Context: an optimization exercise on an open-source flow, tuned for small area. The choices shown serve that exercise and are no tape-out recipe. Function was checked by simulation only, so behaviour that the tests miss may differ from the original. No activity file was given, so power comes from the tool's default toggle rates.

==> inputs of job 5338 <==
==> flow/design.v <==
module irfc_core (
    input  wire       clk,
    input  wire       rst,        
    input  wire       tick,       
    input  wire       ir_in,      
    input  wire       estop_in,   
    output wire [1:0] dir_a,
    output wire [1:0] dir_b,
    output wire [7:0] pwm_a,
    output wire [7:0] pwm_b,
    output wire       acc_out,
    output wire [2:0] act_out
);
    localparam [2:0] A_STOP  = 3'd0;
    localparam [2:0] A_FWD   = 3'd1;
    localparam [2:0] A_BWD   = 3'd2;
    localparam [2:0] A_LEFT  = 3'd3;
    localparam [2:0] A_RIGHT = 3'd4;
    localparam [2:0] A_SPDUP = 3'd5;
    localparam [2:0] A_SLOW  = 3'd6;
    localparam [2:0] A_ACC   = 3'd7;
    localparam [1:0] S_IDLE     = 2'd0;
    localparam [1:0] S_DISPATCH = 2'd1;
    localparam [1:0] S_ACT      = 2'd2;
    localparam [1:0] S_SETTLE   = 2'd3;
    localparam [5:0] IDX_ZERO   = 6'd14;
    localparam [5:0] IDX_BOOT   = 6'd0;
    reg        ir_q, estop_q;
    reg [1:0]  seq;
    reg [13:0] cnt;         
    reg [5:0]  idx;
    reg        ok;          
    reg [2:0]  pre;         
    reg [2:0]  action;
    reg        acc;
    reg [3:0]  speed;       
    reg        dir_on;
    reg        pa, pb;
    wire       pwm_on = dir_on | pb;
    reg [8:0]  settle;      
    reg        latch;
    wire ir_edge    = ir_in & ~ir_q;
    wire estop_edge = estop_in & ~estop_q;
    wire boot     = ~(idx[5] | idx[4] | idx[3]);  
    wire accepted = ir_edge & ~boot;
    wire ovf      = tick & ~accepted & (&cnt);
    wire full     = idx[5] & idx[4];            
    wire decode   = (seq == S_IDLE) & full & ~ovf;
    wire sbit     = (cnt > 14'd168);
    reg [15:0] low16;
    reg [2:0]  pre_act;
    always @(*) begin
        case (pre)
            3'b011:  begin low16 = 16'h629D; pre_act = A_FWD;   end
            3'b101:  begin low16 = 16'hA857; pre_act = A_BWD;   end
            3'b001:  begin low16 = 16'h22DD; pre_act = A_LEFT;  end
            3'b110:  begin low16 = 16'hC23D; pre_act = A_RIGHT; end
            3'b100:  begin low16 = 16'h906F; pre_act = A_SPDUP; end
            3'b111:  begin low16 = 16'hE01F; pre_act = A_SLOW;  end
            3'b000:  begin low16 = 16'h02FD; pre_act = A_ACC;   end
            default: begin low16 = 16'h0000; pre_act = A_STOP;  end
        endcase
    end
    wire       exp_low = low16[~idx[3:0]];
    always @(posedge clk) begin
        if (rst) begin
            ir_q    <= 1'b0;
            estop_q <= 1'b0;
        end else begin
            ir_q    <= ir_in;
            estop_q <= estop_in;
        end
    end
    always @(posedge clk) begin
        if (rst) begin
            cnt <= 14'd0;
            idx <= IDX_BOOT;
        end else if (boot) begin
            cnt <= 14'd0;
            idx <= IDX_ZERO;
        end else begin
            cnt <= (accepted ? 14'd0 : cnt) + {13'd0, tick};
            if (ovf || decode)
                idx <= IDX_ZERO;
            else if (accepted && !full)
                idx <= idx + 6'd1;
        end
    end
    always @(posedge clk) begin
        if (accepted && (idx[5] ^ idx[4])) begin
            case (idx[5:3])
                3'b010:  ok <= (ok | (idx[2:0] == 3'd0)) & ~sbit;
                3'b011:  ok <= ok & sbit;
                default: begin
                    if (idx[5:0] < 6'd35)
                        pre <= {pre[1:0], sbit};
                    else
                        ok <= ok & (sbit == exp_low);
                end
            endcase
        end
    end
    wire motion = (action == A_FWD) | (action == A_BWD) |
                  (action == A_LEFT) | (action == A_RIGHT);
    wire [3:0] speed_up = (speed == 4'd10) ? 4'd10 : speed + 4'd1;
    wire [3:0] speed_dn = (speed == 4'd0) ? 4'd0 : speed - 4'd1;
    always @(posedge clk) begin
        if (rst) begin
            seq    <= S_IDLE;
            action <= A_STOP;
            acc    <= 1'b0;
            speed  <= 4'd0;
            dir_on <= 1'b0;
            pb     <= 1'b0;
            latch  <= 1'b0;
        end else begin
            if (tick) settle <= {settle[7:0], ~(settle[8] ^ settle[4])};
            case (seq)
                S_IDLE: begin
                    if (decode) begin
                        latch <= 1'b0;
                        seq   <= S_DISPATCH;
                    end
                end
                S_DISPATCH: begin
                    action <= ok ? pre_act : A_STOP;
                    seq    <= S_ACT;
                end
                S_ACT: begin
                    seq <= S_IDLE;
                    if (motion) begin
                        dir_on <= 1'b0;
                        pb     <= 1'b0;
                        settle <= 9'h1C2;
                        seq    <= S_SETTLE;
                    end else begin
                        case (action)
                            A_STOP: begin
                                dir_on <= 1'b0;
                                pb     <= 1'b0;
                            end
                            A_SPDUP: begin
                                speed <= speed_up;
                                if (!latch && !dir_on) pb <= 1'b1;
                            end
                            A_SLOW: begin
                                speed <= speed_dn;
                                if (!latch && !dir_on) pb <= 1'b1;
                            end
                            default: acc <= ~acc;
                        endcase
                    end
                end
                default: begin    
                    if (settle == 9'd0) begin
                        if (!latch) begin
                            dir_on <= 1'b1;
                            pa     <= (action == A_FWD) | (action == A_RIGHT);
                            pb     <= (action == A_FWD) | (action == A_LEFT);
                        end
                        seq <= S_IDLE;
                    end
                end
            endcase
            if (estop_edge) begin
                dir_on <= 1'b0;
                pb     <= 1'b0;
                latch  <= 1'b1;
            end
        end
    end
    wire [3:0] k = speed;
    wire [6:0] pwm_val = {k[3] | (k[2] & k[1] & k[0]),
                          (k[2] & ~(k[1] & k[0])) | (k[3] & k[1]),
                          k[1] ^ k[3] ^ (k[2] & k[0]),
                          k[2] ^ k[0],
                          k[1],
                          k[0],
                          1'b0};
    wire [7:0] pwm = pwm_on ? {1'b0, pwm_val} : 8'd0;
    assign pwm_a   = pwm;
    assign pwm_b   = pwm;
    assign dir_a   = dir_on ? {pa, ~pa} : 2'b00;
    assign dir_b   = dir_on ? {pb, ~pb} : 2'b00;
    assign acc_out = acc;
    assign act_out = action;
endmodule
==> flow/run.sh <==
#!/bin/bash
# synth_recipe.tcl (not shown) runs the flow's synth.tcl, then flattens the netlist and writes it again
# the make line also repeats each setting of config.mk as NAME=value (left out here)
make -C /OpenROAD-flow-scripts/flow DESIGN_CONFIG=/design/flow/config.mk WORK_HOME=/design/flow/orfs CLKGATE_MAP_FILE= SYNTH_SCRIPT=/design/flow/synth_recipe.tcl finish
==> flow/config.mk <==
export PLATFORM = sky130hd
export DESIGN_NAME = irfc_core
export DESIGN_NICKNAME = irfc_core
export VERILOG_FILES = /design/flow/design.v
export SDC_FILE = /design/flow/constraint.sdc
export NUM_CORES = 4
export LEC_CHECK = 0
export CAP_MARGIN = 20
export CORE_MARGIN = 2
export CORE_UTILIZATION = 40
export SLEW_MARGIN = 20
==> flow/constraint.sdc <==
create_clock -name core_clock -period 10.0 [get_ports {clk}]
set_input_delay 2.0000 -clock core_clock [delete_from_list [all_inputs] [get_ports {clk}]]
set_output_delay 2.0000 -clock core_clock [all_outputs]
set_load 0.01 [all_outputs]
==> job 9399 (differences from job 5338) <==
==> flow/design.v, changed modules only <==
module irfc_core (
    input  wire       clk,
    input  wire       rst,        
    input  wire       tick,       
    input  wire       ir_in,      
    input  wire       estop_in,   
    output wire [1:0] dir_a,
    output wire [1:0] dir_b,
    output wire [7:0] pwm_a,
    output wire [7:0] pwm_b,
    output wire       acc_out,
    output wire [2:0] act_out
);
    localparam [2:0] A_STOP  = 3'd0;
    localparam [2:0] A_FWD   = 3'd1;
    localparam [2:0] A_BWD   = 3'd2;
    localparam [2:0] A_LEFT  = 3'd3;
    localparam [2:0] A_RIGHT = 3'd4;
    localparam [2:0] A_SPDUP = 3'd5;
    localparam [2:0] A_SLOW  = 3'd6;
    localparam [2:0] A_ACC   = 3'd7;
    localparam [2:0] S_IDLE     = 3'd0;
    localparam [2:0] S_DISPATCH = 3'd1;
    localparam [2:0] S_ACT      = 3'd2;
    localparam [2:0] S_SETTLE   = 3'd3;
    localparam [2:0] S_BOOT     = 3'd4;
    reg        ir_q, estop_q;
    reg [2:0]  seq;
    reg [13:0] cnt;         
    reg [5:0]  idx;
    reg        ok;          
    reg [2:0]  pre;         
    reg [2:0]  action;
    reg        acc;
    reg [3:0]  speed;       
    reg        pwm_on;      
    reg        dir_on;      
    reg        pa, pb;      
    reg [8:0]  settle;
    reg        latch;
    wire ir_edge    = ir_in & ~ir_q;
    wire estop_edge = estop_in & ~estop_q;
    wire boot     = (seq == S_BOOT);
    wire accepted = ir_edge & ~boot;
    wire ovf      = tick & ~accepted & (&cnt);
    wire full     = (idx == 6'd34);
    wire decode   = (seq == S_IDLE) & full & ~ovf;
    wire sbit     = (cnt > 14'd168);
    reg [15:0] low16;
    reg [2:0]  pre_act;
    always @(*) begin
        case (pre)
            3'b011:  begin low16 = 16'h629D; pre_act = A_FWD;   end
            3'b101:  begin low16 = 16'hA857; pre_act = A_BWD;   end
            3'b001:  begin low16 = 16'h22DD; pre_act = A_LEFT;  end
            3'b110:  begin low16 = 16'hC23D; pre_act = A_RIGHT; end
            3'b100:  begin low16 = 16'h906F; pre_act = A_SPDUP; end
            3'b111:  begin low16 = 16'hE01F; pre_act = A_SLOW;  end
            3'b000:  begin low16 = 16'h02FD; pre_act = A_ACC;   end
            default: begin low16 = 16'h0000; pre_act = A_STOP;  end
        endcase
    end
    wire [3:0] lpos = 4'd15 - (idx[3:0] - 4'd2);    
    wire       exp_low = low16[lpos];
    always @(posedge clk) begin
        if (rst) begin
            ir_q    <= 1'b0;
            estop_q <= 1'b0;
        end else begin
            ir_q    <= ir_in;
            estop_q <= estop_in;
        end
    end
    always @(posedge clk) begin
        if (rst || boot) begin
            cnt <= 14'd0;
            idx <= 6'd0;
        end else begin
            cnt <= (accepted ? 14'd0 : cnt) + {13'd0, tick};
            if (ovf || decode)
                idx <= 6'd0;
            else if (accepted && !full)
                idx <= idx + 6'd1;
        end
    end
    always @(posedge clk) begin
        if (accepted && !full && idx >= 6'd2) begin
            if (idx == 6'd2)
                ok <= ~sbit;
            else if (idx < 6'd10)
                ok <= ok & ~sbit;
            else if (idx < 6'd18)
                ok <= ok & sbit;
            else if (idx < 6'd21)
                pre <= {pre[1:0], sbit};
            else
                ok <= ok & (sbit == exp_low);
        end
    end
    wire motion = (action == A_FWD) | (action == A_BWD) |
                  (action == A_LEFT) | (action == A_RIGHT);
    wire [3:0] speed_up = (speed == 4'd10) ? 4'd10 : speed + 4'd1;
    wire [3:0] speed_dn = (speed == 4'd0) ? 4'd0 : speed - 4'd1;
    always @(posedge clk) begin
        if (rst) begin
            seq    <= S_BOOT;
            action <= A_STOP;
            acc    <= 1'b0;
            speed  <= 4'd0;
            pwm_on <= 1'b0;
            dir_on <= 1'b0;
            latch  <= 1'b0;
        end else begin
            settle <= settle - {8'd0, tick};
            case (seq)
                S_BOOT: seq <= S_IDLE;
                S_IDLE: begin
                    if (decode) begin
                        latch <= 1'b0;
                        seq   <= S_DISPATCH;
                    end
                end
                S_DISPATCH: begin
                    action <= ok ? pre_act : A_STOP;
                    seq    <= S_ACT;
                end
                S_ACT: begin
                    seq <= S_IDLE;
                    if (motion) begin
                        dir_on <= 1'b0;
                        pwm_on <= 1'b0;
                        settle <= 9'd500;
                        seq    <= S_SETTLE;
                    end else begin
                        case (action)
                            A_STOP: begin
                                dir_on <= 1'b0;
                                pwm_on <= 1'b0;
                            end
                            A_SPDUP: begin
                                speed <= speed_up;
                                if (!latch) pwm_on <= 1'b1;
                            end
                            A_SLOW: begin
                                speed <= speed_dn;
                                if (!latch) pwm_on <= 1'b1;
                            end
                            default: acc <= ~acc;
                        endcase
                    end
                end
                default: begin    
                    if (settle == 9'd0) begin
                        if (!latch) begin
                            dir_on <= 1'b1;
                            pwm_on <= 1'b1;
                            pa     <= (action == A_FWD) | (action == A_RIGHT);
                            pb     <= (action == A_FWD) | (action == A_LEFT);
                        end
                        seq <= S_IDLE;
                    end
                end
            endcase
            if (estop_edge) begin
                dir_on <= 1'b0;
                pwm_on <= 1'b0;
                latch  <= 1'b1;
            end
        end
    end
    reg [6:0] pwm_val;
    always @(*) begin
        case (speed)
            4'd0:    pwm_val = 7'd0;
            4'd1:    pwm_val = 7'd10;
            4'd2:    pwm_val = 7'd20;
            4'd3:    pwm_val = 7'd30;
            4'd4:    pwm_val = 7'd40;
            4'd5:    pwm_val = 7'd50;
            4'd6:    pwm_val = 7'd60;
            4'd7:    pwm_val = 7'd70;
            4'd8:    pwm_val = 7'd80;
            4'd9:    pwm_val = 7'd90;
            default: pwm_val = 7'd100;
        endcase
    end
    wire [7:0] pwm = pwm_on ? {1'b0, pwm_val} : 8'd0;
    assign pwm_a   = pwm;
    assign pwm_b   = pwm;
    assign dir_a   = dir_on ? {pa, ~pa} : 2'b00;
    assign dir_b   = dir_on ? {pb, ~pb} : 2'b00;
    assign acc_out = acc;
    assign act_out = action;
endmodule
==> notes <==
- Of job 9399 and job 5338, job 9399 has the higher final cell count (gap 9.8%, measured against job 5338).
- Against job 9399, the worst setup slack of job 5338 is higher by 62 ps.
- Of job 9399 and job 5338, job 9399 has the higher sequential power (gap 16%, measured against job 5338).
- Against job 5338, the register-to-register slack of job 9399 is worse by 270 ps.
- Of job 5338 and job 9399, job 9399 has the higher design area (gap about 9%, measured against job 9399).
==> figures <==
|  | job 5338 | job 9399 |
|---|---|---|
| Power of the sequential group | 0.217 mW | 0.252 mW |
| Total of clock buffers placed in the layout | 6 | 12 |
| Routability congestion estimate from global placement | 0.818 | 0.826 |
| Filler cell count in the final layout | 771 | 807 |
| Iter 0 DRT Violations | 100 | 93 |
| Post-detail-place hpwl | 4220 um | 4680 um |
| Fraction of the mapped netlist area in simple logic gates | 0.261 | 0.280 |
| WL per Instance | 12.5 um | 12.8 um |
| Status | no timing/DRC/antenna violations | no timing/DRC/antenna violations |
| Power share of the sequential group | 0.601 | 0.511 |
| Min-Delay Endpoint | cnt[13] | latch |

## afterwards: timing with drivers on the ports
How much do the figures lean on ideal ports? The routed layouts below were timed once more, with nothing changed but the port constraints.
Step 1, drivers: a clkbuf_16 drives clk and a buf_2 each remaining input, both assumed.
Step 2 adds t to the input delays and takes it off the output delays; t is the mean of the earliest and latest rising clock arrival at the registers after step 1. Input paths then give back, and output paths get back, about the clock's delay inside the block.
a / b / c = ideal ports / drivers / drivers and shift; a / b = the first two.
run	t (ns)	slack for setup (ns)	latest minus earliest clock arrival (ns)	slew at the worst register clock pin (ns)	cell pins on the clock port's net
job 5338	0.328	6.101 / 6.108 / 5.781	0.013 / 0.013	0.10 / 0.10	1
job 9399	0.362	6.039 / 6.048 / 5.686	0.009 / 0.009	0.07 / 0.07	1
After both steps setup and hold are still met in every run listed. The setup slack of job 9399, which loses most, moves by +0.009 ns with the drivers and by -0.353 ns with both steps.
